What follows belongs to an exercise in optimizing a design on an open flow for small area, a short achievable clock period and few clock cycles per item; a production flow would make more cautious choices.
Where RTL was checked, it was by simulation tests only, not by an equivalence proof against the original.
Only the layout flow was run in runs 5 to 7; the RTL was not checked for function there.
Power and IR drop assume default switching activity.

===== design.v =====
module varint_unit (
  input             clk,
  input             rst,
  input             cmd_valid,
  output            cmd_ready,
  input      [7:0]  cmd_op,
  input      [63:0] cmd_arg,
  output            snk_valid,
  output     [7:0]  snk_data,
  input             snk_ready,
  input      [1:0]  snk_resp,
  output            src_req,
  input             src_ready,
  input      [7:0]  src_data,
  input      [1:0]  src_resp,
  output            rsp_valid,
  output     [3:0]  rsp_status,
  output     [63:0] rsp_res,
  output     [79:0] rsp_buf
);
  genvar g;
  integer i;
  reg        rdy;       
  reg        pv;        
  reg        cls_e, cls_d, cls_b, cls_c;    
  reg [63:0] val;       
  reg        ex_e;      
  reg        ex_d;      
  reg        ex_i;      
  reg [7:0]  sd;        
  reg [3:0]  k;         
  reg        rv;        
  reg [2:0]  rst_st;    
  reg [9:0]  rdec;      
  reg [3:0]  cnt;       
  reg [8:0]  rcont;     
  assign cmd_ready  = rdy;
  assign snk_valid  = ex_e;
  assign snk_data   = sd;
  assign src_req    = ex_d;
  assign rsp_valid  = rv;
  assign rsp_status = {1'b0, rst_st};
  wire [63:0] rmask;
  generate
    for (g = 0; g < 9; g = g + 1) begin : g_rmask
      assign rmask[7*g +: 7] = {7{rdec[g]}};
    end
  endgenerate
  assign rmask[63] = rdec[9];
  assign rsp_res    = {val[63:4] & rmask[63:4], rdec[0] ? val[3:0] : cnt};
  generate
    for (g = 0; g < 9; g = g + 1) begin : g_buf
      assign rsp_buf[8*g +: 7] = val[7*g +: 7];
      assign rsp_buf[8*g + 7]  = rcont[g];
    end
  endgenerate
  assign rsp_buf[79:72] = {7'd0, val[63]};
  wire c_e = (cmd_op == 8'h00);
  wire c_b = (cmd_op == 8'h01);
  wire c_c = (cmd_op == 8'h02);
  wire c_d = (cmd_op == 8'h10);
  wire acc = cmd_valid & rdy;
  wire e_err  = snk_resp != 2'd0;
  wire e_step = ex_e & snk_ready;
  wire e_adv  = e_step & sd[7];
  wire e_fin  = e_step & (e_err | ~sd[7]);
  wire d_err  = src_resp != 2'd0;
  wire d_pull = ex_d & src_ready;
  wire d_last = (k == 4'd9);
  wire d_fin  = d_pull & (d_err | ~src_data[7] | d_last);
  wire fin    = e_fin | d_fin | ex_i;
  wire exfree = fin | ~(ex_e | ex_d | ex_i);
  wire st_pend = exfree & pv;
  wire st_cmd  = exfree & ~pv & acc;
  wire s_e     = pv ? cls_e : c_e;
  wire s_d     = pv ? cls_d : c_d;
  wire s_b     = pv ? cls_b : c_b;
  wire [63:0] s_arg = pv ? val : cmd_arg;
  wire start_e = (st_pend | st_cmd) & s_e;
  wire start_d = (st_pend | st_cmd) & s_d;
  wire start_i = (st_pend | st_cmd) & ~s_e & ~s_d;
  wire val_more = |val[63:14];      
  wire [9:0] nz;
  generate
    for (g = 0; g < 9; g = g + 1) begin : g_nz
      assign nz[g] = |val[7*g +: 7];
    end
  endgenerate
  assign nz[9] = val[63];
  wire [3:0] vlen = nz[9] ? 4'd10 : nz[8] ? 4'd9 : nz[7] ? 4'd8 : nz[6] ? 4'd7 :
                    nz[5] ? 4'd6  : nz[4] ? 4'd5 : nz[3] ? 4'd4 : nz[2] ? 4'd3 :
                    nz[1] ? 4'd2  : 4'd1;
  wire [8:0] vcont;
  generate
    for (g = 0; g < 9; g = g + 1) begin : g_cont
      assign vcont[g] = |val[63:7*g+7];
    end
  endgenerate
  wire s_more = pv ? vcont[0] : |cmd_arg[63:7];
  wire pv_next   = (acc & ~exfree) | (pv & ~exfree);
  wire d_next    = exfree ? start_d : ex_d;
  wire more_next = exfree ? (start_e & s_more) : (ex_e & (e_adv ? val_more : sd[7]));
  always @(posedge clk) begin
    if (rst) begin
      rdy  <= 1'b1;
      pv   <= 1'b0;
      ex_e <= 1'b0;
      ex_d <= 1'b0;
      ex_i <= 1'b0;
      rv   <= 1'b0;
    end else begin
      rdy  <= ~pv_next & ~more_next & ~d_next & ~(start_i & s_b);
      pv   <= pv_next;
      if (exfree) begin
        ex_e <= start_e;
        ex_d <= start_d;
        ex_i <= start_i;
      end
      rv   <= fin;
    end
  end
  always @(posedge clk) begin
    if (exfree) k <= 4'd0;
    else if (e_adv | d_pull) k <= k + 4'd1;
  end
  always @(posedge clk) begin
    if (acc) begin
      cls_e <= c_e;
      cls_d <= c_d;
      cls_b <= c_b;
      cls_c <= c_c;
    end
  end
  wire [63:0] val_d;
  wire [9:0]  val_we;
  generate
    for (g = 0; g < 9; g = g + 1) begin : g_val
      wire [6:0] shr7 = (g < 8) ? val[7*g+7 +: 7] : {6'd0, val[63]};
      assign val_d[7*g +: 7] = rdy ? cmd_arg[7*g +: 7] : ex_e ? shr7 : src_data[6:0];
    end
    for (g = 0; g < 10; g = g + 1) begin : g_we
      assign val_we[g] = acc | e_adv | (d_pull & (k == g));
    end
  endgenerate
  assign val_d[63] = rdy ? cmd_arg[63] : ~ex_e & src_data[0];
  always @(posedge clk) begin
    for (i = 0; i < 9; i = i + 1)
      if (val_we[i]) val[7*i +: 7] <= val_d[7*i +: 7];
    if (val_we[9]) val[63] <= val_d[63];
  end
  always @(posedge clk) begin
    if (start_e)
      sd <= {s_more, s_arg[6:0]};
    else if (e_adv)
      sd <= {val_more, val[13:7]};
  end
  always @(posedge clk) begin
    if (e_fin)
      rst_st <= ~e_err ? 3'd0 : snk_resp[1] ? 3'd6 : 3'd1;
    else if (d_fin)
      rst_st <= d_err ? (src_resp[1] ? 3'd6 : 3'd1) : (src_data[7] ? 3'd2 : 3'd0);
    else if (ex_i)
      rst_st <= (cls_b | cls_c) ? 3'd0 : 3'd7;
  end
  always @(posedge clk) begin
    for (i = 0; i < 10; i = i + 1)
      rdec[i] <= d_fin & (k >= i);
    cnt  <= e_fin ? k + 4'd1 : vlen;
  end
  always @(posedge clk) begin
    rcont <= vcont;
  end
endmodule

===== flow/run.sh =====
#!/bin/bash
# Standard synthesis and layout, with two changes:
#  - the combinational logic of the standard synthesis netlist is re-mapped
#    by ABC with a delay-driven script (flip-flops untouched), see remap.sh;
#  - the port buffers are the small, fast buf_1 (instead of the default pick,
#    a clkdlybuf4s50_1 delay cell).
set -euo pipefail
BUF="BUFFER_PORTS_ARGS=-buffer_cell sky130_fd_sc_hd__buf_1"
R=orfs/results/$FLOW_PLATFORM/varint_unit/base
bash standard.sh "$BUF" synth > 1_standard_synth.log 2>&1
cp $R/1_2_yosys.v 1_2_yosys.standard.v
export DONT_USE_CELLS="$(awk '/^export DONT_USE_CELLS/{f=1} f{print} f&&!/\\$/{exit}' $FLOW_HOME/platforms/$FLOW_PLATFORM/config.mk | grep -oE 'sky130_fd_sc_hd__[A-Za-z0-9_]+' | tr '\n' ' ')"
bash flow/remap.sh $PWD/1_2_yosys.standard.v $PWD/1_2_yosys.remap.v $PWD/flow/abc_delay.script > 2_remap.log 2>&1
cp 1_2_yosys.remap.v $R/1_2_yosys.v
rm -f $R/1_synth.odb $R/1_synth.sdc
bash standard.sh "$BUF" finish > 3_standard_finish.log 2>&1

===== flow/abc_delay.script =====
strash
dch -f
map -D 1000
topo
buffer -p
upsize -D 1000
dnsize -D 1000

===== flow/remap.sh =====
#!/bin/bash
# Re-map the combinational logic of the standard synthesis netlist with a
# delay-driven ABC script. Flip-flops (and their instance names and cell
# types) are left exactly as the standard synthesis made them.
# usage: remap.sh IN.v OUT.v ABC_SCRIPT
set -euo pipefail
in=$1; out=$2; scr=$3
LIB=$FLOW_HOME/platforms/sky130hd/lib/sky130_fd_sc_hd__tt_025C_1v80.lib
seq=$(grep -oE 'sky130_fd_sc_hd__[a-z0-9_]+' "$in" | sort -u | grep -E '__(e?s?df|dl|sdf|edf|conb)' | tr '\n' ' ')
dontuse=""
for c in $DONT_USE_CELLS; do dontuse="$dontuse -dont_use $c"; done
printf 'set_driving_cell sky130_fd_sc_hd__buf_1\nset_load 5\n' > remap_abc.constr
cat > remap.ys <<EOT
read_liberty -ignore_miss_func $LIB
blackbox $seq
read_verilog $in
hierarchy -top $FLOW_TOP
flatten
opt_clean
techmap
opt -fast
abc -script $scr -liberty $LIB $dontuse -constr remap_abc.constr
opt_clean -purge
hilomap -singleton -hicell sky130_fd_sc_hd__conb_1 HI -locell sky130_fd_sc_hd__conb_1 LO
splitnets
rename -hide w:*.*
opt_clean -purge
stat -liberty $LIB
write_verilog -noattr -noexpr -nohex -nodec $out
EOT
yosys -s remap.ys

===== standard.sh =====
#!/bin/bash
# synth_recipe.tcl (not shown) runs the flow's synth.tcl, then flattens the netlist and writes it again
# the make line also repeats each setting of config.mk as NAME=value (left out here)
make -C /OpenROAD-flow-scripts/flow DESIGN_CONFIG=/design/flow/config.mk WORK_HOME=/design/flow/orfs CLKGATE_MAP_FILE= SYNTH_SCRIPT=/design/flow/synth_recipe.tcl "${@:-finish}"

===== config.mk =====
export PLATFORM = sky130hd
export DESIGN_NAME = varint_unit
export DESIGN_NICKNAME = varint_unit
export VERILOG_FILES = /design/flow/design.v
export SDC_FILE = /design/flow/constraint.sdc
export NUM_CORES = 4
export LEC_CHECK = 0
export CAP_MARGIN = 20
export CORE_MARGIN = 2
export CORE_UTILIZATION = 45
export SETUP_SLACK_MARGIN = 2.8
export SLEW_MARGIN = 20

===== constraint.sdc =====
create_clock -name core_clock -period 5.0 [get_ports {clk}]
set_input_delay 1.0000 -clock core_clock [delete_from_list [all_inputs] [get_ports {clk}]]
set_output_delay 1.0000 -clock core_clock [all_outputs]
set_load 0.01 [all_outputs]

==> results of run 1 <==
[timing repair]
action,in CTS,in global routing
setup buffers,4,23
setup endpoints to repair,139,65
resized for setup,27,24
pin swaps,2,7
cloned,0,2
[per-layer routing]
| metal | wire length [um] | vias to the layer above | share of wire [%] |
|---|---|---|---|
| met2 | 10100 | 318 | 48 |
| met3 | 1662 | 35 | 7.9 |
| met4 | 449 | 0 | 2.1 |
| met1 | 8744 | 2845 | 42 |
| li1 | - | 2858 | - |
| met5 | 0 | - | 0 |
[final timing paths]
path | startpoint | end | slack (ps) | depth (start not counted)
worst max-delay path | src_ready | val[12] | 2840 | 5
worst min-delay path | ex_d | ex_d | 570 | 2
worst max register to register | ex_e | sd[5] | 2930 | 6
worst min register to register | ex_d | ex_d | 570 | 2
[per-stage QoR]
step           power (mW)  hold WS (ps)  cell area [um2]
6_report            2.046         568.6             7662
5_1_grt             2.099         591.0             7662
4_1_cts             2.030         556.5             7357
3_5_place_dp        1.258         533.2             6904
3_3_place_gp        1.255         529.4             6904
2_1_floorplan       1.164         475.7             5863
[layout by cell type (no fill, tap or decap), types with 3 or more instances in the layout]
cell type  count
nor2_1       144
clkbuf_16     13
dfxtp_1       29
nand2_1       75
nand4_1       16
conb_1         8
edfxtp_1      79
nand3_1       22
nand2_4        4
a21oi_1       15
dfxtp_2        3
inv_1        123
nor2_4         9
nor2_2         3
nor4_1         9
nor3_1         5
buf_1        236
o22ai_1       25
nand3b_1       3
inv_2          6
o21ai_1       13
o21ai_0       38
o211ai_1       7
buf_4         27
nand2_2        5
nor4_2         5
o21ai_2       11
[sequential cells by signal (all words and copies together), names as in the netlist, 3 cells and up]
| name | cells |
|---|---|
| val | 64 |
| rdec | 10 |
| rcont | 9 |
| sd | 8 |
| cnt | 4 |
| k | 4 |
| rst_st | 3 |
[power breakdown]
group | internal, mW | switching [mW]
Clock | 0.450 | 0.338
Sequential | 1.03 | 0.0335
Combinational | 0.0673 | 0.125
[layout make-up]
cell class | instances | share of cell area [%]
sequential | 112 | 39.68
multi-input combinational | 445 | 30.76
timing repair buffer | 272 | 15.87
inverter | 131 | 6.613
clock buffer | 12 | 3.641
tap | 172 | 2.809
clock inverter | 4 | 0.6205
[critical path: stages]
cell and delay, ps:
buf_1 110, inv_1 80, nor2_4 210, nand2_1 200
o21ai_1 550
==> impl_metrics.json, run 1 <==
{
  "status": "complete, no violations",
  "pin_count": 249,
  "grt.total_usage_pct": 29.01,
  "root_buffer": "clkbuf_16",
  "relSlewSlack_pct": 37.26,
  "avgSynthCellArea_um2": 8.235,
  "avgRoutedWirePerCell_um": 18.25,
  "leakagePower_nw": 3.162,
  "setup_ws_ps": 2836,
  "antenna_found_initial": 0,
  "worstSetupStartpointType": "input pin",
  "coreArea_um2": 12570,
  "finalHoldViolCount": 0,
  "htreeDepth": 3,
  "met3_usage_pct": 4.961,
  "fmax_mhz": 462.2,
  "utilization_pct": 60.97,
  "worst_pin_slew_ps": 934.9,
  "clk_pin_slew_worst_paths_ps": 70,
  "hp-class": "register to register",
  "syn_area_um2": 5789,
  "portBuffers": 240,
  "final.setup.tns_ps": 0,
  "grt_pass1_vias": 5599,
  "rsz0062_at_grt": "yes",
  "finalCritPeriodShare_pct": 43.28,
  "wl_um": 20950,
  "vias": 6056,
  "vdd_ir_drop_max_mv": 0.1638,
  "viasPerCell": 5.275,
  "met2_usage_pct": 49.01,
  "firstDrtPassIters": 6,
  "die_y_um": 117.4,
  "insertedDiodeCount": 0,
  "cts_sinks": 112,
  "antenna_left": 0,
  "num_rows": 41,
  "gp_congestion": 0.9234,
  "overflow": 0,
  "path_class": "input pin to register",
  "drive_gt1_share_pct": 11.58,
  "grtUsageMet1_pct": 38.59,
  "fin_cells": 1148,
  "die_area_um2": 13790,
  "die_w_um": 117.4,
  "cp-end-kind": "register",
  "numCtsBuffers": 9,
  "powerDensity_nw_per_um2": 267.0,
  "nFillCells": 1214,
  "drv_cap": 0,
  "clock_latency_ps": 350,
  "grt-busiest-layer": "met2",
  "cts_max_path_buffers": 2,
  "setup_viol": 0,
  "ff_latch_area_um2": 3040,
  "dr.first_iter.drc_count": 657,
  "cp.arrival_ps": 2150,
  "grt_max_degree": 66,
  "place_ws_ps": 1959,
  "grt_pass1_wl_um": 31020,
  "dp_cells": 1103,
  "cts_tree": "done",
  "hpwl_um": 15690,
  "multiInputGateArea_um2": 2357,
  "path_max_fanout": 7,
  "skew_ps": 5.424,
  "fin_nets": 1060,
  "initial_utilization_pct": 46.06,
  "hold_buffers": 0,
  "ys.warnings.count": 1,
  "route.detailed.drc": 0,
  "area.growth.synth_to_final_pct": 32.35,
  "syn_inst": 703,
  "fin_crit_ps": 2164,
  "slew_violations": 0,
  "cp.required_ps": 4990
}
Testbench counts, summed over its fixed seeds: cycles 21,216, items 4,800.
==> run 2, diff against run 1 <==
--- a/config.mk
+++ b/config.mk
@@ -10,2 +10,3 @@
 export CORE_UTILIZATION = 45
+export GPL_TIMING_DRIVEN = 0
 export SETUP_SLACK_MARGIN = 2.8
==> impl_metrics.json, run 2 <==
{
  "coreArea_um2": 12570,
  "antenna_left": 0,
  "htreeDepth": 3,
  "setup_ws_ps": 2762,
  "hpwl_um": 16530,
  "die_w_um": 117.4,
  "cp-end-kind": "register",
  "numCtsBuffers": 9,
  "syn_inst": 703,
  "critPathSlowestCell": "a21oi_4",
  "drv_cap": 0,
  "grt_pass1_vias": 5762,
  "antenna_found_initial": 0,
  "stdcell_area_um2": 7714,
  "path_class": "input pin to register",
  "hp-class": "register to register",
  "placed_area_um2": 6979,
  "drive_gt1_share_pct": 12.58,
  "cp-startpoint": "src_ready",
  "avgRoutedWirePerCell_um": 18.20,
  "p_total_mw": 2.033,
  "path_max_fanout": 8,
  "finalHoldViolCount": 0,
  "cts_tree": "done",
  "grt_pass1_wl_um": 31730,
  "reg2reg_from": "rdy",
  "finalCritPeriodShare_pct": 44.76,
  "power_frac_seq_pct": 52.4,
  "fmax_mhz": 446.8,
  "p_sw_mw": 0.4891,
  "cts_sinks": 112,
  "p_sw_share_pct": 24.05,
  "grt.total_usage_pct": 29.82,
  "rsz0062_at_grt": "yes",
  "clock_latency_ps": 360,
  "fin_nets": 1078,
  "wl_um": 21220,
  "overflow": 0,
  "cts_max_path_buffers": 2,
  "die_y_um": 117.4,
  "worstHoldStart": "ex_d",
  "viasPerCell": 5.354,
  "cp.arrival_ps": 2300,
  "place_ws_ps": 2024,
  "pin_count": 249,
  "root_buffer": "clkbuf_16",
  "largest_reg_flops": 64,
  "power_frac_comb_pct": 9.7,
  "relSlewSlack_pct": 25.75,
  "slew_violations": 0,
  "insertedDiodeCount": 0,
  "biggestRegsByFlops": "val (64), rdec (10), rcont (9)",
  "status": "complete, no violations",
  "die_area_um2": 13790,
  "setup_viol": 0,
  "initial_utilization_pct": 46.06,
  "dr.first_iter.drc_count": 607,
  "num_rows": 41,
  "clkPwrFrac_pct": 37.9,
  "vias": 6243,
  "cp.required_ps": 5060,
  "fin_crit_ps": 2238,
  "p_int_mw": 1.544,
  "firstDrtPassIters": 5,
  "grt_max_degree": 17,
  "worst_pin_slew_ps": 1106,
  "hold_buffers": 0,
  "crit_path_max_incr_delay_ps": 210,
  "clk_pin_slew_worst_paths_ps": 70,
  "leakagePower_nw": 3.195,
  "syn_area_um2": 5789,
  "vdd_ir_drop_max_mv": 0.1415,
  "gp_congestion": 0.9106,
  "final_cell_mix": "buf_1 (233), nor2_1 (143), inv_1 (124), edfxtp_1 (79), nand2_1 (75)",
  "avgSynthCellArea_um2": 8.235,
  "powerDensity_nw_per_um2": 263.6,
  "worstSetupStartpointType": "input pin",
  "regMostFlops": "val",
  "area.growth.synth_to_final_pct": 33.24,
  "path_cells": "buf_1, inv_1, nor2_4, nand2_2, inv_4, nor2_4, buf_4, buf_4, a21oi_4, nand2_2, nand2_4",
  "mostFrequentLayoutCell": "buf_1",
  "route.detailed.drc": 0,
  "ys.warnings.count": 1,
  "final.setup.tns_ps": 0,
  "portBuffers": 240,
  "skew_ps": 7.131
}
## run 2: path summary, 6_finish.rpt
path	to	slack (ps)	cells after the start
min	ex_d	560	2
max	sd[0]	2760	11
max reg2reg	val[10]	2840	5
min reg2reg	ex_d	560	2
## run 2: what timing repair did
item / 4_1_cts / 5_1_grt
setup endpoints to repair: 90 / 81
pin swaps: 2 / 6
cloned: 1 / 1
resized for setup: 32 / 32
setup buffers: 3 / 23
## run 2: through the flow
step                instances  hold WS [ps]  util (%)
finish                   1166         564.0     61.37
global route             1166         584.7     61.37
CTS                      1142         561.7     59.09
detailed placement       1122         551.0     55.53
global placement         1122         549.9     55.53
floorplan                 710         475.7         -
## run 2: layout make-up
class                           instances  area (um2)
Sequential cell                       112        3034
Buffer                                 22       112.6
Timing Repair Buffer                  268        1121
Tap cell                              172       215.2
Multi-Input combinational cell        445        2405
Inverter                              131       506.7
Clock buffer                           14       284.0
Clock inverter                          2       35.03
Fill cell                            1234        4855
## run 2: routing by layer
layer	GRT usage, %	up-vias	part of all wire, %
li1	-	2897	-
met1	41.56	2953	42
met3	5.010	38	9.2
met2	47.11	355	47
met5	0	-	0
met4	10.69	0	2.5
## run 2: power groups by stage
stage          combinational, mW  sequential, mW  clock, mW
6_report                   0.197            1.07      0.770
5_1_grt                    0.214            1.07      0.805
4_1_cts                    0.179            1.07      0.776
3_5_place_dp               0.172            1.09          0
3_3_place_gp               0.169            1.09          0
2_1_floorplan             0.0740            1.09          0
## run 2: worst max-delay path: cells and delay by family
kind | cells | cell delay [ps]
AOI/OAI and AO/OA | 1 | 210
buffers and inverters | 5 | 510
and+or+nand+nor | 5 | 570
==> run 3, diff against run 2 <==
--- a/config.mk
+++ b/config.mk
@@ -7,7 +7,6 @@
 export LEC_CHECK = 0
-export CAP_MARGIN = 20
+export CAP_MARGIN = 0
 export CORE_MARGIN = 2
 export CORE_UTILIZATION = 45
-export GPL_TIMING_DRIVEN = 0
 export SETUP_SLACK_MARGIN = 2.8
-export SLEW_MARGIN = 20
+export SLEW_MARGIN = 0
==> impl_metrics.json, run 3 <==
{
  "status": "complete, no violations",
  "mostFrequentLayoutCell": "buf_1",
  "rsz0062_at_grt": "yes",
  "biggestRegsByFlops": "val (64), rdec (10), rcont (9)",
  "fmax_mhz": 462.2,
  "syn_area_um2": 5789,
  "antenna_found_initial": 0,
  "dr.first_iter.drc_count": 657,
  "stdcell_area_um2": 7662,
  "clkPwrFrac_pct": 38.5,
  "fin_nets": 1060,
  "grt_pass1_wl_um": 31020,
  "area.growth.synth_to_final_pct": 32.35,
  "avgRoutedWirePerCell_um": 18.25,
  "cp-end-kind": "register",
  "whs_ps": 568.6,
  "hold_buffers": 0,
  "clk_pin_slew_worst_paths_ps": 70,
  "powerDensity_nw_per_um2": 267.0,
  "worstSetupStartpointType": "input pin",
  "grt_pass1_vias": 5599,
  "htreeDepth": 3,
  "finalCritPeriodShare_pct": 43.28,
  "dp_cells": 1103,
  "portBuffers": 240,
  "slew_violations": 0,
  "fin_crit_ps": 2164,
  "wl_um": 20950,
  "vdd_ir_drop_max_mv": 0.1638,
  "num_rows": 41,
  "die_w_um": 117.4,
  "grt.total_usage_pct": 29.01,
  "grt_max_degree": 66,
  "drive_gt1_share_pct": 11.58,
  "cp.required_ps": 4990,
  "root_buffer": "clkbuf_16",
  "drv_cap": 0,
  "cts_max_path_buffers": 2,
  "regMostFlops": "val",
  "gp_congestion": 0.9234,
  "p_sw_share_pct": 24.28,
  "worst_pin_slew_ps": 934.9,
  "cts_sinks": 112,
  "die_y_um": 117.4,
  "skew_ps": 5.424,
  "syn_inst": 703,
  "pin_count": 249,
  "fin_cells": 1148,
  "coreArea_um2": 12570,
  "overflow": 0,
  "avgSynthCellArea_um2": 8.235,
  "p_int_mw": 1.549,
  "finalHoldViolCount": 0,
  "final.setup.tns_ps": 0,
  "die_area_um2": 13790,
  "leakagePower_nw": 3.162,
  "placed_area_um2": 6904,
  "final_cell_mix": "buf_1 (236), nor2_1 (144), inv_1 (123), edfxtp_1 (79), nand2_1 (75)",
  "route.detailed.drc": 0,
  "setup_viol": 0,
  "power_frac_comb_pct": 9.4,
  "ys.warnings.count": 1,
  "insertedDiodeCount": 0,
  "path_class": "input pin to register",
  "viasPerCell": 5.275,
  "initial_utilization_pct": 46.06,
  "cp.arrival_ps": 2150,
  "hp-class": "register to register",
  "clock_latency_ps": 350,
  "numCtsBuffers": 9,
  "antenna_left": 0,
  "p_sw_mw": 0.4968,
  "relSlewSlack_pct": 37.26,
  "firstDrtPassIters": 6,
  "path_max_fanout": 7,
  "hpwl_um": 15690,
  "vias": 6056,
  "power_frac_seq_pct": 52.1,
  "largest_reg_flops": 64,
  "cts_tree": "done"
}
run 3: what timing repair did:
action	in CTS	in global routing
resized for setup	27	24
setup buffers	4	23
pin swaps	2	7
setup endpoints to repair	139	65
cloned	0	2
run 3: area by class of cell:
class                   count  area [um2]
multi-input cells         445        2357
inverters                 131       506.7
clock buffers              12       279.0
clock inverters             4       47.55
fillers                  1214        4906
repair buffers            272        1216
flip-flops and latches    112        3040
well taps                 172       215.2
run 3: final timing paths:
check	start	to	slack (ps)	cells past startpoint
setup / recovery	src_ready	val[12]	2840	5
hold reg to reg	ex_d	ex_d	570	2
setup reg to reg	ex_e	sd[5]	2930	6
hold / removal	ex_d	ex_d	570	2
run 3: metal layers:
metal | routed length (um) | global-route usage (%)
met5 | 0 | 0
met3 | 1662 | 4.961
met4 | 449 | 8.057
met2 | 10100 | 49.01
met1 | 8744 | 38.59
run 3: critical path, stage by stage:
cell and delay (ps):
buf_1 110, inv_1 80, nor2_4 210, nand2_1 200, o21ai_1 550
run 3: power by group through the flow:
stage                     Combinational (mW)  Clock (mW)  Sequential (mW)
after floorplan                       0.0740           0             1.09
after global routing                   0.210       0.821             1.07
after detailed placement               0.171           0             1.09
final                                  0.192       0.788             1.07
after CTS                              0.177       0.788             1.06
after global placement                 0.168           0             1.09
run 3: metrics by stage:
stage | power (mW) | utilization (%) | setup slack, ps
global route | 2.099 | 60.97 | 2753
detailed placement | 1.258 | 54.93 | 1959
global placement | 1.255 | 54.93 | 2048
floorplan | 1.164 | - | 2682
finish | 2.046 | 60.97 | 2836
CTS | 2.030 | 58.54 | 2808
==> run 4, diff against run 3 <==
--- a/config.mk
+++ b/config.mk
@@ -7,6 +7,8 @@
 export LEC_CHECK = 0
-export CAP_MARGIN = 0
+export CAP_MARGIN = 20
 export CORE_MARGIN = 2
 export CORE_UTILIZATION = 45
+export CTS_CLUSTER_DIAMETER = 200
+export CTS_CLUSTER_SIZE = 40
 export SETUP_SLACK_MARGIN = 2.8
-export SLEW_MARGIN = 0
+export SLEW_MARGIN = 20
==> impl_metrics.json, run 4 <==
{
  "status": "complete, no violations",
  "gp_congestion": 0.9234,
  "path_cells": "buf_1, inv_1, nor2_4, nand2_1, o21ai_1",
  "drive_gt1_share_pct": 11.58,
  "cts_max_path_buffers": 2,
  "htreeDepth": 3,
  "cts_sinks": 112,
  "grtUsageMet1_pct": 38.59,
  "route.detailed.drc": 0,
  "path_class": "input pin to register",
  "mostFrequentLayoutCell": "buf_1",
  "num_rows": 41,
  "grt_pass1_vias": 5599,
  "antenna_found_initial": 0,
  "crit_buf_inv": 2,
  "initial_utilization_pct": 46.06,
  "fmax_mhz": 462.2,
  "cp.arrival_ps": 2150,
  "setup_viol": 0,
  "fin_cells": 1148,
  "largest_reg_flops": 64,
  "vias": 6056,
  "multiInputGateArea_um2": 2357,
  "final_cell_mix": "buf_1 (236), nor2_1 (144), inv_1 (123), edfxtp_1 (79), nand2_1 (75)",
  "ys.warnings.count": 1,
  "met2_usage_pct": 49.01,
  "overflow": 0,
  "numCtsBuffers": 9,
  "die_area_um2": 13790,
  "coreArea_um2": 12570,
  "finalCritPeriodShare_pct": 43.28,
  "syn_inst": 703,
  "portBuffers": 240,
  "regMostFlops": "val",
  "pin_count": 249,
  "nFillCells": 1214,
  "avgRoutedWirePerCell_um": 18.25,
  "hp-class": "register to register",
  "hold_buffers": 0,
  "root_buffer": "clkbuf_16",
  "rsz0062_at_grt": "yes",
  "ff_latch_area_um2": 3040,
  "avgSynthCellArea_um2": 8.235,
  "dr.first_iter.drc_count": 657,
  "leakagePower_nw": 3.162,
  "hpwl_um": 15690,
  "final.setup.tns_ps": 0,
  "clk_pin_slew_worst_paths_ps": 70,
  "critPathSlowestCell": "o21ai_1",
  "worstSetupStartpointType": "input pin",
  "place_ws_ps": 1959,
  "cp.required_ps": 4990,
  "path_max_fanout": 7,
  "finalHoldViolCount": 0,
  "antenna_left": 0,
  "biggestRegsByFlops": "val (64), rdec (10), rcont (9)",
  "worst_pin_slew_ps": 934.9,
  "fin_nets": 1060,
  "powerDensity_nw_per_um2": 267.0,
  "grt_pass1_wl_um": 31020,
  "crit_path_max_incr_delay_ps": 550,
  "clock_latency_ps": 350,
  "viasPerCell": 5.275,
  "grt_max_degree": 66,
  "skew_ps": 5.424,
  "grt-busiest-layer": "met2",
  "fin_crit_ps": 2164,
  "area.growth.synth_to_final_pct": 32.35,
  "die_y_um": 117.4,
  "die_w_um": 117.4,
  "firstDrtPassIters": 6,
  "cp_top_family": "compound AO/OA/AOI/OAI gates",
  "met3_usage_pct": 4.961,
  "drv_cap": 0,
  "cp-end-kind": "register",
  "relSlewSlack_pct": 37.26,
  "slew_violations": 0,
  "wl_um": 20950,
  "vdd_ir_drop_max_mv": 0.1638,
  "grt.total_usage_pct": 29.01,
  "setup_ws_ps": 2836,
  "cts_tree": "done",
  "syn_area_um2": 5789,
  "dp_cells": 1103,
  "insertedDiodeCount": 0
}
## run 4: area by class of cell
cell class                      count  share of cell area, %
Sequential cell                   112                  39.68
Multi-Input combinational cell    445                  30.76
Timing Repair Buffer              272                  15.87
Inverter                          131                  6.613
Clock buffer                       12                  3.641
Tap cell                          172                  2.809
Clock inverter                      4                 0.6205
## run 4: what timing repair did
item,CTS,global route
setup buffers,4,23
endpoints found under the setup margin,139,65
resized for setup,27,24
pin swaps,2,7
cloned,0,2
## run 4: report_power, final
group / leakage (nW) / internal, mW / switching [mW]
sequential: 1.04 / 1.03 / 0.0335
combinational: 1.96 / 0.0673 / 0.125
clock: 0.161 / 0.450 / 0.338
total: 3.16 / 1.55 / 0.497
## run 4: worst min-delay path, cell delays in order (launching register included)
cell     delay [ps]
dfxtp_1         340
nand3_1         120
a21oi_1          70
## run 4: worst paths after layout
check | startpoint | end | slack [ps] | cells past startpoint
worst max-delay path | src_ready | val[12] | 2840 | 5
worst min-delay path | ex_d | ex_d | 570 | 2
worst max register to register | ex_e | sd[5] | 2930 | 6
worst min register to register | ex_d | ex_d | 570 | 2
## run 4: routing by layer
metal	vias up	share of wire, %	wire length [um]
li1	2858	-	-
met1	2845	42	8744
met2	318	48	10100
met3	35	7.9	1662
met4	0	2.1	449
met5	-	0	0
## run 4: per-stage QoR
step	utilization (%)	total power, mW	hold WS (ps)	area [um2]
after global placement	54.93	1.255	529.4	6904
final	60.97	2.046	568.6	7662
after global routing	60.97	2.099	591.0	7662
after detailed placement	54.93	1.258	533.2	6904
after CTS	58.54	2.030	556.5	7357
after floorplan	-	1.164	475.7	5863
==> run 5, diff against run 4 <==
--- a/design.v
+++ b/design.v
@@ -81,3 +81,2 @@
   wire start_i = (st_pend | st_cmd) & ~s_e & ~s_d;
-  wire val_more = |val[63:14];      
   wire [9:0] nz;
@@ -99,2 +98,13 @@
   wire s_more = pv ? vcont[0] : |cmd_arg[63:7];
+  reg [6:0] nxt_grp;
+  reg       val_more;
+  always @(*) begin
+    nxt_grp  = {6'd0, val[63]};
+    val_more = 1'b0;
+    for (i = 0; i < 8; i = i + 1)
+      if (k == i) begin
+        nxt_grp  = val[7*i+7 +: 7];
+        val_more = vcont[i+1];
+      end
+  end
   wire pv_next   = (acc & ~exfree) | (pv & ~exfree);
@@ -137,10 +147,9 @@
     for (g = 0; g < 9; g = g + 1) begin : g_val
-      wire [6:0] shr7 = (g < 8) ? val[7*g+7 +: 7] : {6'd0, val[63]};
-      assign val_d[7*g +: 7] = rdy ? cmd_arg[7*g +: 7] : ex_e ? shr7 : src_data[6:0];
+      assign val_d[7*g +: 7] = rdy ? cmd_arg[7*g +: 7] : src_data[6:0];
     end
     for (g = 0; g < 10; g = g + 1) begin : g_we
-      assign val_we[g] = acc | e_adv | (d_pull & (k == g));
+      assign val_we[g] = acc | (d_pull & (k == g));
     end
   endgenerate
-  assign val_d[63] = rdy ? cmd_arg[63] : ~ex_e & src_data[0];
+  assign val_d[63] = rdy ? cmd_arg[63] : src_data[0];
   always @(posedge clk) begin
@@ -154,3 +163,3 @@
     else if (e_adv)
-      sd <= {val_more, val[13:7]};
+      sd <= {val_more, nxt_grp};
   end
--- a/config.mk
+++ b/config.mk
@@ -10,4 +10,2 @@
 export CORE_UTILIZATION = 45
-export CTS_CLUSTER_DIAMETER = 200
-export CTS_CLUSTER_SIZE = 40
 export SETUP_SLACK_MARGIN = 2.8
==> impl_metrics.json, run 5 <==
{
  "finalCritPeriodShare_pct": 46.38,
  "setup_viol": 0,
  "regMostFlops": "val",
  "gp_congestion": 0.9590,
  "min_path_cells": 2,
  "largest_reg_flops": 64,
  "path_class": "input pin to register",
  "viasPerCell": 5.608,
  "route.detailed.drc": 0,
  "coreArea_um2": 12670,
  "grt.total_usage_pct": 32.83,
  "p_total_mw": 2.081,
  "syn_inst": 721,
  "die_y_um": 118.0,
  "path_max_fanout": 3,
  "overflow": 0,
  "finalHoldViolCount": 0,
  "die_area_um2": 13910,
  "fmax_mhz": 431.2,
  "pin_count": 249,
  "firstDrtPassIters": 5,
  "clock_latency_ps": 360,
  "cts_tree": "done",
  "fin_nets": 1093,
  "nFillCells": 1193,
  "dr.first_iter.drc_count": 744,
  "cp.required_ps": 5120,
  "hpwl_um": 18160,
  "worst_pin_slew_ps": 732.4,
  "die_w_um": 118.0,
  "mostFrequentLayoutCell": "buf_1",
  "clk_pin_slew_worst_paths_ps": 70,
  "cp-end-kind": "register",
  "reg2reg_depth": 8,
  "drive_gt1_share_pct": 15.16,
  "vias": 6623,
  "vdd_ir_drop_max_mv": 0.2291,
  "powerDensity_nw_per_um2": 262.8,
  "status": "complete, no violations",
  "area.growth.synth_to_final_pct": 35.50,
  "htreeDepth": 3,
  "ys.warnings.count": 1,
  "rsz0062_at_grt": "yes",
  "insertedDiodeCount": 0,
  "relSlewSlack_pct": 50.85,
  "cts_sinks": 112,
  "skew_ps": 12.20,
  "antenna_found_initial": 0,
  "avgRoutedWirePerCell_um": 20.24,
  "grt_pass1_vias": 6065,
  "drv_cap": 0,
  "final_cell_mix": "buf_1 (215), nand2_1 (180), inv_1 (104), nor2_1 (80), edfxtp_1 (79)",
  "numCtsBuffers": 9,
  "cts_max_path_buffers": 2,
  "final.setup.tns_ps": 0,
  "biggestRegsByFlops": "val (64), rdec (10), rcont (9)",
  "avgSynthCellArea_um2": 8.106,
  "portBuffers": 240,
  "hp-class": "register to register",
  "grt_max_degree": 63,
  "slew_violations": 0,
  "syn_area_um2": 5844,
  "wl_um": 23910,
  "leakagePower_nw": 3.351,
  "fin_crit_ps": 2319,
  "num_rows": 41,
  "initial_utilization_pct": 46.12,
  "grt_pass1_wl_um": 34530,
  "antenna_left": 0,
  "worstSetupStartpointType": "input pin",
  "root_buffer": "clkbuf_16",
  "cp.arrival_ps": 2440,
  "whs_ps": 563.3
}
run 5: worst max-delay path, cell delays in order:
cell and delay, ps:
buf_6 100, nor4_4 280, nand4_1 340, nor3_2 290, nand4_1 200, nand3_2 170, nand2_1 50
run 5: per-stage QoR:
stage / area, um2 / setup slack (ps) / util (%) / instances
after detailed placement: 6960 / 2081 / 54.93 / 1126
final: 7919 / 2681 / 62.50 / 1181
after global routing: 7919 / 2607 / 62.50 / 1181
after floorplan: 5901 / 2654 / - / 728
after global placement: 6960 / 2027 / 54.93 / 1126
after CTS: 7667 / 2727 / 60.51 / 1163
run 5: layout make-up:
cell class                      count  area [um2]  share of cell area (%)
Clock buffer                        9       225.2                   2.844
Clock inverter                      7       93.84                   1.185
Inverter                          111       419.2                   5.293
Multi-Input combinational cell    489        2579                   32.56
Sequential cell                   112        3042                   38.41
Tap cell                          172       215.2                   2.718
Timing Repair Buffer              281        1345                   16.99
run 5: what timing repair did:
item	CTS	global route
buffers inserted	21	17
pin swaps	16	5
hold buffers	0	0
cloned	0	1
gates resized for setup	54	43
endpoints found under the hold margin	0	0
setup endpoints to repair	97	74
run 5: path summary, 6_finish.rpt:
| path | from | endpoint | slack (ps) |
|---|---|---|---|
| worst max-delay path | cmd_arg[49] | sd[7] | 2680 |
| worst min-delay path | ex_e | ex_e | 560 |
| worst min register to register | ex_e | ex_e | 560 |
| worst max register to register | k[1] | sd[5] | 2740 |
run 5: power breakdown:
group	switching [mW]	internal, mW
Clock	0.343	0.439
Sequential	0.0350	1.03
Combinational	0.148	0.0810
run 5: layer usage:
| layer | vias up | share of wire [%] | global-route usage (%) |
|---|---|---|---|
| met5 | - | 0 | 0 |
| met4 | 0 | 2.0 | 8.961 |
| met3 | 40 | 10 | 7.413 |
| met2 | 456 | 47 | 53.42 |
| met1 | 3156 | 41 | 44.23 |
| li1 | 2971 | - | - |
==> run 6, diff against run 5 <==
--- a/design.v
+++ b/design.v
@@ -81,2 +81,3 @@
   wire start_i = (st_pend | st_cmd) & ~s_e & ~s_d;
+  wire val_more = |val[63:14];      
   wire [9:0] nz;
@@ -98,13 +99,2 @@
   wire s_more = pv ? vcont[0] : |cmd_arg[63:7];
-  reg [6:0] nxt_grp;
-  reg       val_more;
-  always @(*) begin
-    nxt_grp  = {6'd0, val[63]};
-    val_more = 1'b0;
-    for (i = 0; i < 8; i = i + 1)
-      if (k == i) begin
-        nxt_grp  = val[7*i+7 +: 7];
-        val_more = vcont[i+1];
-      end
-  end
   wire pv_next   = (acc & ~exfree) | (pv & ~exfree);
@@ -143,17 +133,14 @@
   end
-  wire [63:0] val_d;
-  wire [9:0]  val_we;
-  generate
-    for (g = 0; g < 9; g = g + 1) begin : g_val
-      assign val_d[7*g +: 7] = rdy ? cmd_arg[7*g +: 7] : src_data[6:0];
+  always @(posedge clk) begin
+    if (acc)
+      val <= cmd_arg;
+    else if (e_adv)
+      val <= {7'd0, val[63:7]};
+    else if (d_pull) begin
+      for (i = 0; i < 9; i = i + 1)
+        if (k == i)
+          val[7*i +: 7] <= src_data[6:0];
+      if (d_last)
+        val[63] <= src_data[0];
     end
-    for (g = 0; g < 10; g = g + 1) begin : g_we
-      assign val_we[g] = acc | (d_pull & (k == g));
-    end
-  endgenerate
-  assign val_d[63] = rdy ? cmd_arg[63] : src_data[0];
-  always @(posedge clk) begin
-    for (i = 0; i < 9; i = i + 1)
-      if (val_we[i]) val[7*i +: 7] <= val_d[7*i +: 7];
-    if (val_we[9]) val[63] <= val_d[63];
   end
@@ -163,3 +150,3 @@
     else if (e_adv)
-      sd <= {val_more, nxt_grp};
+      sd <= {val_more, val[13:7]};
   end
==> flow/run.sh (replaced) <==
#!/bin/bash
# Standard synthesis and layout; the only change is that the port buffers are
# the small, fast buf_1 (instead of the default pick, a clkdlybuf4s50_1 delay
# cell).
set -euo pipefail
bash standard.sh "BUFFER_PORTS_ARGS=-buffer_cell sky130_fd_sc_hd__buf_1" finish > standard_flow.log 2>&1
--- a/config.mk
+++ b/config.mk
@@ -10,3 +10,3 @@
 export CORE_UTILIZATION = 45
-export SETUP_SLACK_MARGIN = 2.8
+export SETUP_SLACK_MARGIN = 2.5
 export SLEW_MARGIN = 20
removed: flow/abc_delay.script
removed: flow/remap.sh
==> impl_metrics.json, run 6 <==
{
  "status": "complete, no violations",
  "area.growth.synth_to_final_pct": 23.81,
  "finalCritPeriodShare_pct": 49.47,
  "regMostFlops": "val",
  "placed_area_um2": 6875,
  "async_flop_share_pct": 0,
  "die_y_um": 118.4,
  "wl_um": 19740,
  "worstHoldStart": "ex_i",
  "cts_tree": "done",
  "cp.required_ps": 5120,
  "mostFrequentLayoutCell": "buf_1",
  "grt.total_usage_pct": 27.66,
  "grt_max_degree": 116,
  "insertedDiodeCount": 0,
  "slew_violations": 0,
  "htreeDepth": 3,
  "synthTopCellsByArea": "edfxtp_1 (40%), dfxtp_1 (11%), and2_1 (7.4%)",
  "multiInputGateArea_um2": 2729,
  "antenna_left": 0,
  "gp_congestion": 0.9251,
  "num_rows": 41,
  "cp-startpoint": "cmd_arg[25]",
  "final.setup.tns_ps": 0,
  "yosysMostFrequentCell": "nand2_1",
  "yosysTopAreaCell": "edfxtp_1",
  "synth.ff_latch_count": 112,
  "grt_pass1_vias": 5404,
  "grt_pass1_wl_um": 29900,
  "cts_sinks": 112,
  "worst_pin_slew_ps": 863.3,
  "min_path_cells": 2,
  "reg2reg_setup_slack_ps": 2610,
  "stdcell_area_um2": 7295,
  "largest_reg_flops": 64,
  "hp-class": "register to register",
  "antenna_found_initial": 0,
  "die_area_um2": 14020,
  "setup_viol": 0,
  "fmax_mhz": 404.3,
  "numCtsBuffers": 9,
  "utilization_pct": 57.34,
  "reg2reg_from": "k[1]",
  "leakagePower_nw": 2.498,
  "root_buffer": "clkbuf_16",
  "drv_cap": 0,
  "drive_gt1_share_pct": 7.202,
  "cp.arrival_ps": 2590,
  "skew_ps": 10.74,
  "relSlewSlack_pct": 42.37,
  "firstDrtPassIters": 5,
  "path_max_fanout": 2,
  "reg2reg_depth": 8,
  "coreArea_um2": 12720,
  "clk_pin_slew_worst_paths_ps": 80,
  "synth_flop_cell": "edfxtp_1",
  "rr_endpoint": "sd[7]",
  "biggestRegsByFlops": "val (64), rdec (10), rcont (9)",
  "route.detailed.drc": 0,
  "nFillCells": 1224,
  "vias": 5703,
  "dr.first_iter.drc_count": 526,
  "hpwl_um": 14800,
  "min_to": "rv",
  "synth_cell_types": 55,
  "vdd_ir_drop_max_mv": 0.1306,
  "path_class": "input pin to register",
  "ff_latch_area_um2": 3033,
  "initial_utilization_pct": 46.31,
  "die_w_um": 118.4,
  "fin_crit_ps": 2474,
  "syn_area_um2": 5892,
  "clock_latency_ps": 360,
  "whs_ps": 561.5,
  "ys.warnings.count": 1,
  "avgSynthCellArea_um2": 9.473,
  "finalHoldViolCount": 0,
  "overflow": 0,
  "syn_inst": 622,
  "portBuffers": 240,
  "synth_edf_count": 79,
  "ys_seq_area_share_pct": 51.48,
  "viasPerCell": 5.597,
  "yosys.area.top_type_share_pct": 40.26,
  "cts_max_path_buffers": 2,
  "pin_count": 249,
  "cp-end-kind": "register",
  "fin_nets": 935,
  "final_cell_mix": "buf_1 (240), nand2_1 (95), edfxtp_1 (79), o21ai_0 (70), and2_1 (69)",
  "synth.top_cells.by_count": "nand2_1 (96), edfxtp_1 (79), and2_1 (70), o21ai_0 (70), a21oi_1 (68)",
  "worstSetupStartpointType": "input pin",
  "rsz0062_at_grt": "yes",
  "powerDensity_nw_per_um2": 280.9,
  "avgRoutedWirePerCell_um": 19.37
}
-- run 6: logic make-up (layout without fill, tap and decap cells) --
group / after synthesis / count (layout) / share of synthesized area (%)
AOI/OAI and AO/OA: 159 / 159 / 15.27
adders and majority gates: 4 / 4 / 0.8495
muxes: 21 / 21 / 3.823
buffers and inverters: 55 / 273 / 4.247
other: 1 / 8 / 0.06365
xor gates and xnor gates: 4 / 4 / 0.5945
DFF: 112 / 112 / 51.48
and+or+nand+nor: 266 / 266 / 23.68
-- run 6: worst max path at each step --
| stage | to | slack, ps | cells past startpoint |
|---|---|---|---|
| final | sd[7] | 2530 | 6 |
| after global routing | sd[7] | 2490 | 8 |
| after CTS | sd[1] | 2500 | 6 |
| after detailed placement | sd[7] | 1730 | 6 |
| after global placement | sd[7] | 1770 | 6 |
| after floorplan | sd[7] | 2400 | 5 |
-- run 6: critical path: stages --
cell and delay, ps:
buf_1 100, nor4_1 410, nand4_1 270, nor4_4 440, a311oi_2 110, a21o_2 250
-- run 6: report_power, final --
group	switching (mW)	internal [mW]	leakage (nW)
registers	0.0499	1.05	1.04
logic	0.139	0.0704	1.31
clock network	0.340	0.404	0.145
total	0.529	1.52	2.50
-- run 6: layout make-up --
cell class / count / share of cell area (%)
Inverter: 9 / 0.4631
Clock inverter: 6 / 0.9262
Tap cell: 172 / 2.950
Clock buffer: 10 / 3.276
Sequential cell: 112 / 41.58
Timing Repair Buffer: 248 / 13.40
Multi-Input combinational cell: 462 / 37.41
-- run 6: metal layers --
metal  global-route usage [%]  vias to the layer above  part of all wire, %
met5                        0                        -                    0
met4                    9.152                        0                  2.7
met1                    36.85                     2692                   43
met2                    46.03                      320                   47
li1                         -                     2654                    -
met3                    4.440                       37                  7.4
-- run 6: repair_timing --
item	4_1_cts	5_1_grt
setup endpoints to repair	18	36
setup buffers	2	3
hold buffers	0	0
endpoints found under the hold margin	0	0
pin swaps	1	2
gates resized for setup	4	6
-- run 6: stage by stage --
step,cells,setup WS (ps),total power [mW]
finish,1019,2526,2.049
global route,1019,2490,2.115
CTS,1016,2502,2.049
detailed placement,998,1733,1.321
global placement,998,1768,1.316
floorplan,629,2403,1.212
==> run 7, diff against run 6 <==
--- a/design.v
+++ b/design.v
@@ -33,3 +33,3 @@
   reg [2:0]  rst_st;    
-  reg [9:0]  rdec;      
+  reg        rdec;      
   reg [3:0]  cnt;       
@@ -42,10 +42,3 @@
   assign rsp_status = {1'b0, rst_st};
-  wire [63:0] rmask;
-  generate
-    for (g = 0; g < 9; g = g + 1) begin : g_rmask
-      assign rmask[7*g +: 7] = {7{rdec[g]}};
-    end
-  endgenerate
-  assign rmask[63] = rdec[9];
-  assign rsp_res    = {val[63:4] & rmask[63:4], rdec[0] ? val[3:0] : cnt};
+  assign rsp_res    = {val[63:4] & {60{rdec}}, rdec ? val[3:0] : cnt};
   generate
@@ -81,2 +74,3 @@
   wire start_i = (st_pend | st_cmd) & ~s_e & ~s_d;
+  wire s_more   = |s_arg[63:7];     
   wire val_more = |val[63:14];      
@@ -98,3 +92,2 @@
   endgenerate
-  wire s_more = pv ? vcont[0] : |cmd_arg[63:7];
   wire pv_next   = (acc & ~exfree) | (pv & ~exfree);
@@ -142,4 +135,5 @@
           val[7*i +: 7] <= src_data[6:0];
-      if (d_last)
-        val[63] <= src_data[0];
+        else if (k == 4'd0)
+          val[7*i +: 7] <= 7'd0;
+      val[63] <= d_last & src_data[0];
     end
@@ -161,4 +155,3 @@
   always @(posedge clk) begin
-    for (i = 0; i < 10; i = i + 1)
-      rdec[i] <= d_fin & (k >= i);
+    rdec <= d_fin;
     cnt  <= e_fin ? k + 4'd1 : vlen;
--- a/config.mk
+++ b/config.mk
@@ -10,2 +10,3 @@
 export CORE_UTILIZATION = 45
+export CTS_BUF_LIST = sky130_fd_sc_hd__clkbuf_8
 export SETUP_SLACK_MARGIN = 2.5
==> impl_metrics.json, run 7 <==
{
  "path_class": "input pin to register",
  "leakagePower_nw": 2.513,
  "syn_inst": 637,
  "rr_endpoint": "sd[7]",
  "area.growth.synth_to_final_pct": 21.79,
  "overflow": 0,
  "syn_area_um2": 5916,
  "min_path_cells": 2,
  "utilization_pct": 56.63,
  "synth_cell_types": 57,
  "coreArea_um2": 12720,
  "die_area_um2": 14080,
  "largest_reg_flops": 64,
  "reg2reg_from": "val[58]",
  "route.detailed.drc": 0,
  "die_w_um": 118.7,
  "min_to": "ex_d",
  "drv_cap": 0,
  "htreeDepth": 3,
  "yosysMostFrequentCell": "nor2_1",
  "p_int_mw": 1.233,
  "biggestRegsByFlops": "val (64), rcont (9), sd (8)",
  "worstHoldStart": "ex_d",
  "async_flop_share_pct": 0,
  "cts_max_path_buffers": 2,
  "slew_violations": 0,
  "fin_crit_ps": 2480,
  "synthTopCellsByArea": "edfxtp_1 (40%), nor2_1 (8.6%), dfxtp_1 (8.1%)",
  "cp.required_ps": 5140,
  "power_frac_seq_pct": 58.7,
  "reg2reg_setup_slack_ps": 2570,
  "power_frac_comb_pct": 12.7,
  "placed_area_um2": 6862,
  "portBuffers": 240,
  "vdd_ir_drop_max_mv": 0.1403,
  "synthAdderAreaFrac_pct": 0.8460,
  "grt_pass1_vias": 5332,
  "wl_um": 19540,
  "ys.warnings.count": 1,
  "grt.total_usage_pct": 27.04,
  "clkPwrFrac_pct": 28.6,
  "final_cell_mix": "buf_1 (240), nor2_1 (134), edfxtp_1 (79), and2_1 (64), a221oi_1 (50)",
  "firstDrtPassIters": 5,
  "synth_flop_cell": "edfxtp_1",
  "reg2reg_depth": 8,
  "status": "complete, no violations",
  "synth.top_cells.by_count": "nor2_1 (135), edfxtp_1 (79), and2_1 (65)",
  "synth_edf_count": 79,
  "vias": 5781,
  "clock_latency_ps": 380,
  "powerDensity_nw_per_um2": 241.2,
  "avgSynthCellArea_um2": 9.287,
  "avgRoutedWirePerCell_um": 19.06,
  "regMostFlops": "val",
  "fmax_mhz": 403.3,
  "synth.ff_latch_count": 103,
  "relSlewSlack_pct": 51.87,
  "finalCritPeriodShare_pct": 49.59,
  "yosys.area.top_type_share_pct": 40.10,
  "cp.arrival_ps": 2620,
  "p_sw_mw": 0.5045,
  "pin_count": 249,
  "numCtsBuffers": 9,
  "mostFrequentLayoutCell": "buf_1",
  "viasPerCell": 5.640,
  "die_y_um": 118.7,
  "muxShareOfSynthArea_pct": 2.115,
  "stdcell_area_um2": 7204,
  "grt_pass1_wl_um": 29460,
  "clk_pin_slew_worst_paths_ps": 100,
  "setup_viol": 0,
  "hpwl_um": 14090,
  "root_buffer": "clkbuf_8",
  "final.setup.tns_ps": 0,
  "p_sw_share_pct": 29.03,
  "antenna_found_initial": 0,
  "dr.first_iter.drc_count": 457,
  "finalHoldViolCount": 0,
  "whs_ps": 529.5,
  "synth_top_family_by_area": "simple AND/OR/NAND/NOR gates",
  "synth-simple-area-share_pct": 27.07,
  "worstSetupStartpointType": "input pin",
  "cts_sinks": 103,
  "synth_compound_area_share_pct": 15.44,
  "path_max_fanout": 2,
  "cp-end-kind": "register",
  "num_rows": 41,
  "yosysTopAreaCell": "edfxtp_1",
  "antenna_left": 0,
  "initial_utilization_pct": 46.50,
  "rsz0062_at_grt": "yes",
  "ys_seq_area_share_pct": 48.22,
  "drive_gt1_share_pct": 8.099,
  "grt_max_degree": 67,
  "synth_xor_area_share_pct": 0.5922,
  "cts_tree": "done",
  "worst_pin_slew_ps": 721.9,
  "skew_ps": 9.792,
  "gp_congestion": 0.8738,
  "hp-class": "register to register",
  "fin_nets": 940
}
run 7: changes by cell type in the layout (fill, tap and decap cells not counted), sizes merged, moves of 10 or more:
cell | before | now
o21ai | 70 | 16
nor2 | 24 | 138
a221oi | 0 | 50
a31oi | 1 | 11
nand2 | 96 | 47
a21oi | 68 | 9
run 7: metal layers:
metal  up-vias  GRT usage [%]  part of all wire [%]
li1       2722              -                     -
met1      2766          37.18                    43
met2       271          44.54                    48
met3        22          4.440                   7.4
met4         0          6.696                   1.7
met5         -              0                     0
run 7: final cells by class:
type / count / area [um2]
diodes: 1 / 2.502
clock buffers: 9 / 123.9
clock inverters: 7 / 55.05
fillers: 1218 / 5518
inverters: 14 / 55.05
multi-input cells: 466 / 2863
flip-flops and latches: 103 / 2856
well taps: 172 / 215.2
repair buffers: 253 / 1033
run 7: logic make-up (layout without fill, tap and decap cells):
logic type,Yosys count,in the layout
adders and majority gates,4,4
and+or+nand+nor,318,318
buffers and inverters,75,283
muxes,12,12
AOI/OAI and AO/OA,120,120
DFF,103,103
other,1,9
xor gates and xnor gates,4,4
run 7: what timing repair did:
| action | CTS | global route |
|---|---|---|
| gates resized for setup | 11 | 7 |
| cloned | 0 | 0 |
| hold buffers | 0 | 0 |
| pin swaps | 1 | 1 |
| buffers inserted | 6 | 3 |
| setup endpoints to repair | 149 | 109 |
run 7: power by group through the flow:
stage          registers, mW  clock network (mW)  logic [mW]
6_report                1.02               0.498       0.220
3_5_place_dp            1.04                   0       0.211
3_3_place_gp            1.04                   0       0.209
2_1_floorplan           1.04                   0       0.108
4_1_cts                 1.02               0.493       0.218
5_1_grt                 1.03               0.530       0.243
run 7: per-stage QoR:
stage / setup WS [ps] / total power [mW] / instances
CTS: 2507 / 1.729 / 1021
finish: 2520 / 1.737 / 1025
global placement: 1734 / 1.247 / 999
detailed placement: 1635 / 1.251 / 999
floorplan: 2482 / 1.145 / 644
global route: 2439 / 1.798 / 1024
run 7: worst max-delay path, stage by stage:
cell	delay, ps
buf_1	90
nor4_1	370
nand4_1	130
or4_1	460
a2bb2o_1	360
nor2_1	120
mux2i_1	80
run 7: worst max-delay path by stage:
stage                            from  endpoint  slack (ps)  cells after the start
after floorplan             src_ready     sd[0]        2480                      8
after global placement      cmd_valid   val[23]        1730                      7
after detailed placement    cmd_valid   val[26]        1640                      7
after CTS                 cmd_arg[26]     sd[7]        2510                      7
after global routing        snk_ready   val[54]        2440                      6
final                     cmd_arg[26]     sd[7]        2520                      7
==> run 8, diff against run 7 <==
--- a/design.v
+++ b/design.v
@@ -33,3 +33,3 @@
   reg [2:0]  rst_st;    
-  reg        rdec;      
+  reg [9:0]  rdec;      
   reg [3:0]  cnt;       
@@ -42,3 +42,10 @@
   assign rsp_status = {1'b0, rst_st};
-  assign rsp_res    = {val[63:4] & {60{rdec}}, rdec ? val[3:0] : cnt};
+  wire [63:0] rmask;
+  generate
+    for (g = 0; g < 9; g = g + 1) begin : g_rmask
+      assign rmask[7*g +: 7] = {7{rdec[g]}};
+    end
+  endgenerate
+  assign rmask[63] = rdec[9];
+  assign rsp_res    = {val[63:4] & rmask[63:4], rdec[0] ? val[3:0] : cnt};
   generate
@@ -74,3 +81,2 @@
   wire start_i = (st_pend | st_cmd) & ~s_e & ~s_d;
-  wire s_more   = |s_arg[63:7];     
   wire val_more = |val[63:14];      
@@ -92,2 +98,3 @@
   endgenerate
+  wire s_more = pv ? vcont[0] : |cmd_arg[63:7];
   wire pv_next   = (acc & ~exfree) | (pv & ~exfree);
@@ -126,15 +133,18 @@
   end
+  wire [63:0] val_d;
+  wire [9:0]  val_we;
+  generate
+    for (g = 0; g < 9; g = g + 1) begin : g_val
+      wire [6:0] shr7 = (g < 8) ? val[7*g+7 +: 7] : {6'd0, val[63]};
+      assign val_d[7*g +: 7] = rdy ? cmd_arg[7*g +: 7] : ex_e ? shr7 : src_data[6:0];
+    end
+    for (g = 0; g < 10; g = g + 1) begin : g_we
+      assign val_we[g] = acc | e_adv | (d_pull & (k == g));
+    end
+  endgenerate
+  assign val_d[63] = rdy ? cmd_arg[63] : ~ex_e & src_data[0];
   always @(posedge clk) begin
-    if (acc)
-      val <= cmd_arg;
-    else if (e_adv)
-      val <= {7'd0, val[63:7]};
-    else if (d_pull) begin
-      for (i = 0; i < 9; i = i + 1)
-        if (k == i)
-          val[7*i +: 7] <= src_data[6:0];
-        else if (k == 4'd0)
-          val[7*i +: 7] <= 7'd0;
-      val[63] <= d_last & src_data[0];
-    end
+    for (i = 0; i < 9; i = i + 1)
+      if (val_we[i]) val[7*i +: 7] <= val_d[7*i +: 7];
+    if (val_we[9]) val[63] <= val_d[63];
   end
@@ -155,3 +165,4 @@
   always @(posedge clk) begin
-    rdec <= d_fin;
+    for (i = 0; i < 10; i = i + 1)
+      rdec[i] <= d_fin & (k >= i);
     cnt  <= e_fin ? k + 4'd1 : vlen;
--- a/config.mk
+++ b/config.mk
@@ -10,3 +10,2 @@
 export CORE_UTILIZATION = 45
-export CTS_BUF_LIST = sky130_fd_sc_hd__clkbuf_8
 export SETUP_SLACK_MARGIN = 2.5
==> impl_metrics.json, run 8 <==
{
  "mostFrequentLayoutCell": "buf_1",
  "viasPerCell": 5.596,
  "relSlewSlack_pct": 25.64,
  "fin_cells": 1033,
  "cp-end-kind": "output port",
  "powerDensity_nw_per_um2": 269.8,
  "syn_inst": 631,
  "largest_reg_flops": 64,
  "utilization_pct": 56.50,
  "async_flop_share_pct": 0,
  "yosysTopAreaCell": "edfxtp_1",
  "reg2reg_depth": 7,
  "antenna_left": 0,
  "root_buffer": "clkbuf_16",
  "skew_ps": 5.724,
  "path_class": "register to output port",
  "clk_pin_slew_worst_paths_ps": 70,
  "grt_pass1_vias": 5369,
  "critPathSlowestCell": "dfxtp_4",
  "min_to": "ex_i",
  "gp_congestion": 0.8803,
  "whs_ps": 596.1,
  "synthTopCellsByArea": "edfxtp_1 (39%), dfxtp_1 (11%), and2_1 (6.6%)",
  "worstHoldStart": "cls_e",
  "path_cells": "buf_8, buf_1",
  "grt.total_usage_pct": 27.11,
  "coreArea_um2": 13140,
  "route.detailed.drc": 0,
  "fmax_mhz": 408.4,
  "area.growth.synth_to_final_pct": 23.24,
  "clock_latency_ps": 350,
  "yosys.area.top_type_share_pct": 39.39,
  "dr.first_iter.drc_count": 552,
  "numCtsBuffers": 9,
  "die_w_um": 119.7,
  "cp.required_ps": 4000,
  "hpwl_um": 14560,
  "leakagePower_nw": 2.634,
  "vias": 5781,
  "drive_gt1_share_pct": 6.884,
  "grt_pass1_wl_um": 29760,
  "finalCritPeriodShare_pct": 48.98,
  "ys_seq_area_share_pct": 50.35,
  "setup_viol": 0,
  "synth.top_cells.by_count": "nand2_1 (99), edfxtp_1 (79), o21ai_0 (71)",
  "min_path_cells": 3,
  "pin_count": 249,
  "syn_area_um2": 6023,
  "overflow": 0,
  "rr_endpoint": "rdy",
  "biggestRegsByFlops": "val (64), rdec (10), rcont (9)",
  "reg2reg_from": "k[1]",
  "die_area_um2": 14330,
  "worstSetupStartpointType": "register",
  "num_rows": 42,
  "final_cell_mix": "buf_1 (240), nand2_1 (98), edfxtp_1 (79), o21ai_0 (69), a21oi_1 (69)",
  "portBuffers": 240,
  "avgSynthCellArea_um2": 9.546,
  "cp-startpoint": "ex_e",
  "hp-class": "register to register",
  "firstDrtPassIters": 5,
  "path_max_fanout": 41,
  "status": "complete, no violations",
  "synth_cell_types": 55,
  "fin_nets": 946,
  "nFillCells": 1248,
  "die_y_um": 119.7,
  "worst_pin_slew_ps": 1113,
  "rsz0062_at_grt": "yes",
  "cts_tree": "done",
  "regMostFlops": "val",
  "cts_max_path_buffers": 2,
  "wl_um": 19780,
  "reg2reg_setup_slack_ps": 2680,
  "synth.ff_latch_count": 112,
  "vdd_ir_drop_max_mv": 0.1898,
  "ys.warnings.count": 1,
  "antenna_found_initial": 0,
  "insertedDiodeCount": 0,
  "drv_cap": 0,
  "synth_edf_count": 79,
  "dp_cells": 1015,
  "final.setup.tns_ps": 0,
  "cp.arrival_ps": 1450,
  "finalHoldViolCount": 0,
  "initial_utilization_pct": 45.85,
  "cts_sinks": 112,
  "slew_violations": 0,
  "grt_max_degree": 64,
  "synth_flop_cell": "edfxtp_1",
  "htreeDepth": 3,
  "yosysMostFrequentCell": "nand2_1",
  "fin_crit_ps": 2449,
  "avgRoutedWirePerCell_um": 19.15,
  "crit_path_max_incr_delay_ps": 570
}
## run 8: cell families (layout without fill, tap and decap cells)
group / count (synthesis) / count (layout) / synth area share [%]
xor gates and xnor gates: 4 / 4 / 0.5817
muxes: 20 / 20 / 3.552
buffers and inverters: 55 / 274 / 4.030
and+or+nand+nor: 269 / 269 / 24.82
other: 1 / 8 / 0.06226
DFF: 112 / 112 / 50.35
AOI/OAI and AO/OA: 165 / 165 / 15.56
adders and majority gates: 5 / 5 / 1.039
## run 8: critical path, delay by kind of cell, from the launching register on
| family | cells | cell delay [ps] |
|---|---|---|
| buf+inv | 2 | 510 |
| flops | 1 | 570 |
## run 8: worst max-delay path by stage
stage	endpoint	depth (start not counted)	slack, ps
after floorplan	sd[7]	5	2470
after global placement	rdy	6	1990
after detailed placement	rdy	6	2080
after CTS	snk_valid	2	2400
after global routing	snk_valid	2	2480
final	snk_valid	2	2550
## run 8: routing by layer
metal | global-route usage, % | routed length (um) | up-vias
met2 | 45.43 | 9551 | 328
met3 | 3.945 | 1746 | 23
met5 | 0 | 0 | -
met4 | 8.529 | 321 | 0
met1 | 36.39 | 8163 | 2735
li1 | - | - | 2695
## run 8: what timing repair did
action / 4_1_cts / 5_1_grt
pin swaps: 0 / 1
setup buffers: 1 / 1
endpoints found under the setup margin: 82 / 24
resized for setup: 2 / 7
hold buffers: 0 / 0
## run 8: power breakdown
| part | total (mW) | internal, mW | switching (mW) |
|---|---|---|---|
| logic | 0.181 | 0.0633 | 0.118 |
| clock network | 0.747 | 0.405 | 0.342 |
| registers | 1.08 | 1.03 | 0.0426 |
## run 8: metrics by stage
step / cell area (um2) / power, mW / worst slack, ps
after floorplan: 6063 / 1.179 / 2472
after global placement: 7008 / 1.271 / 1991
after detailed placement: 7010 / 1.274 / 2078
final: 7423 / 2.003 / 2551
after global routing: 7423 / 2.065 / 2482
after CTS: 7355 / 2.006 / 2401
## run 8: area by class of cell
cell class / count / area, um2 / share of cell area (%)
multi-input combinational: 471 / 2831 / 38.14
tap: 176 / 220.2 / 2.966
sequential: 112 / 3040 / 40.96
inverter: 14 / 52.55 / 0.7079
clock buffer: 10 / 239.0 / 3.219
clock inverter: 6 / 68.82 / 0.9270
timing repair buffer: 244 / 970.9 / 13.08
Testbench counts of run 8, summed over its fixed seeds: cycles 21,216, items 4,800.

==> static timing again, ports no longer ideal <==
No port has a modelled driver above. Below, the same layouts with a new extraction and two added sets of constraints. Step 1 assumes that a clkbuf_16 drives the clock port and a buf_2 every other input. Step 2 moves the port delays by t, midway between the first and last clock arrival at a register: inputs arrive t later, outputs are due t later. That takes back most of the time a late clock gives input paths. Slacks: no drivers / after step 1 / after step 2; pairs: no drivers / after step 1.
| run | shift t [ns] | slack for setup (ns) | worst setup path at the end | slew at the worst register clock pin (ns) |
|---|---|---|---|---|
| run 1 | 0.393 | 2.836 / 2.798 / 2.460 | input to register | 0.08 / 0.08 |
| run 2 | 0.394 | 2.762 / 2.777 / 2.383 | input to register | 0.07 / 0.07 |
| run 3 | 0.393 | 2.836 / 2.798 / 2.460 | input to register | 0.08 / 0.08 |
| run 4 | 0.393 | 2.836 / 2.798 / 2.460 | input to register | 0.08 / 0.08 |
| run 5 | 0.401 | 2.681 / 2.694 / 2.292 | input to register | 0.08 / 0.08 |
| run 6 | 0.391 | 2.526 / 2.534 / 2.154 | input to register | 0.08 / 0.08 |
| run 7 | 0.417 | 2.520 / 2.534 / 2.117 | input to register | 0.11 / 0.11 |
| run 8 | 0.392 | 2.551 / 2.508 / 2.233 | input to register | 0.08 / 0.08 |
After both steps every run listed still meets setup and hold. For run 7, which loses most, drivers alone change the setup slack by +0.014 ns; drivers and shift together by -0.403 ns.
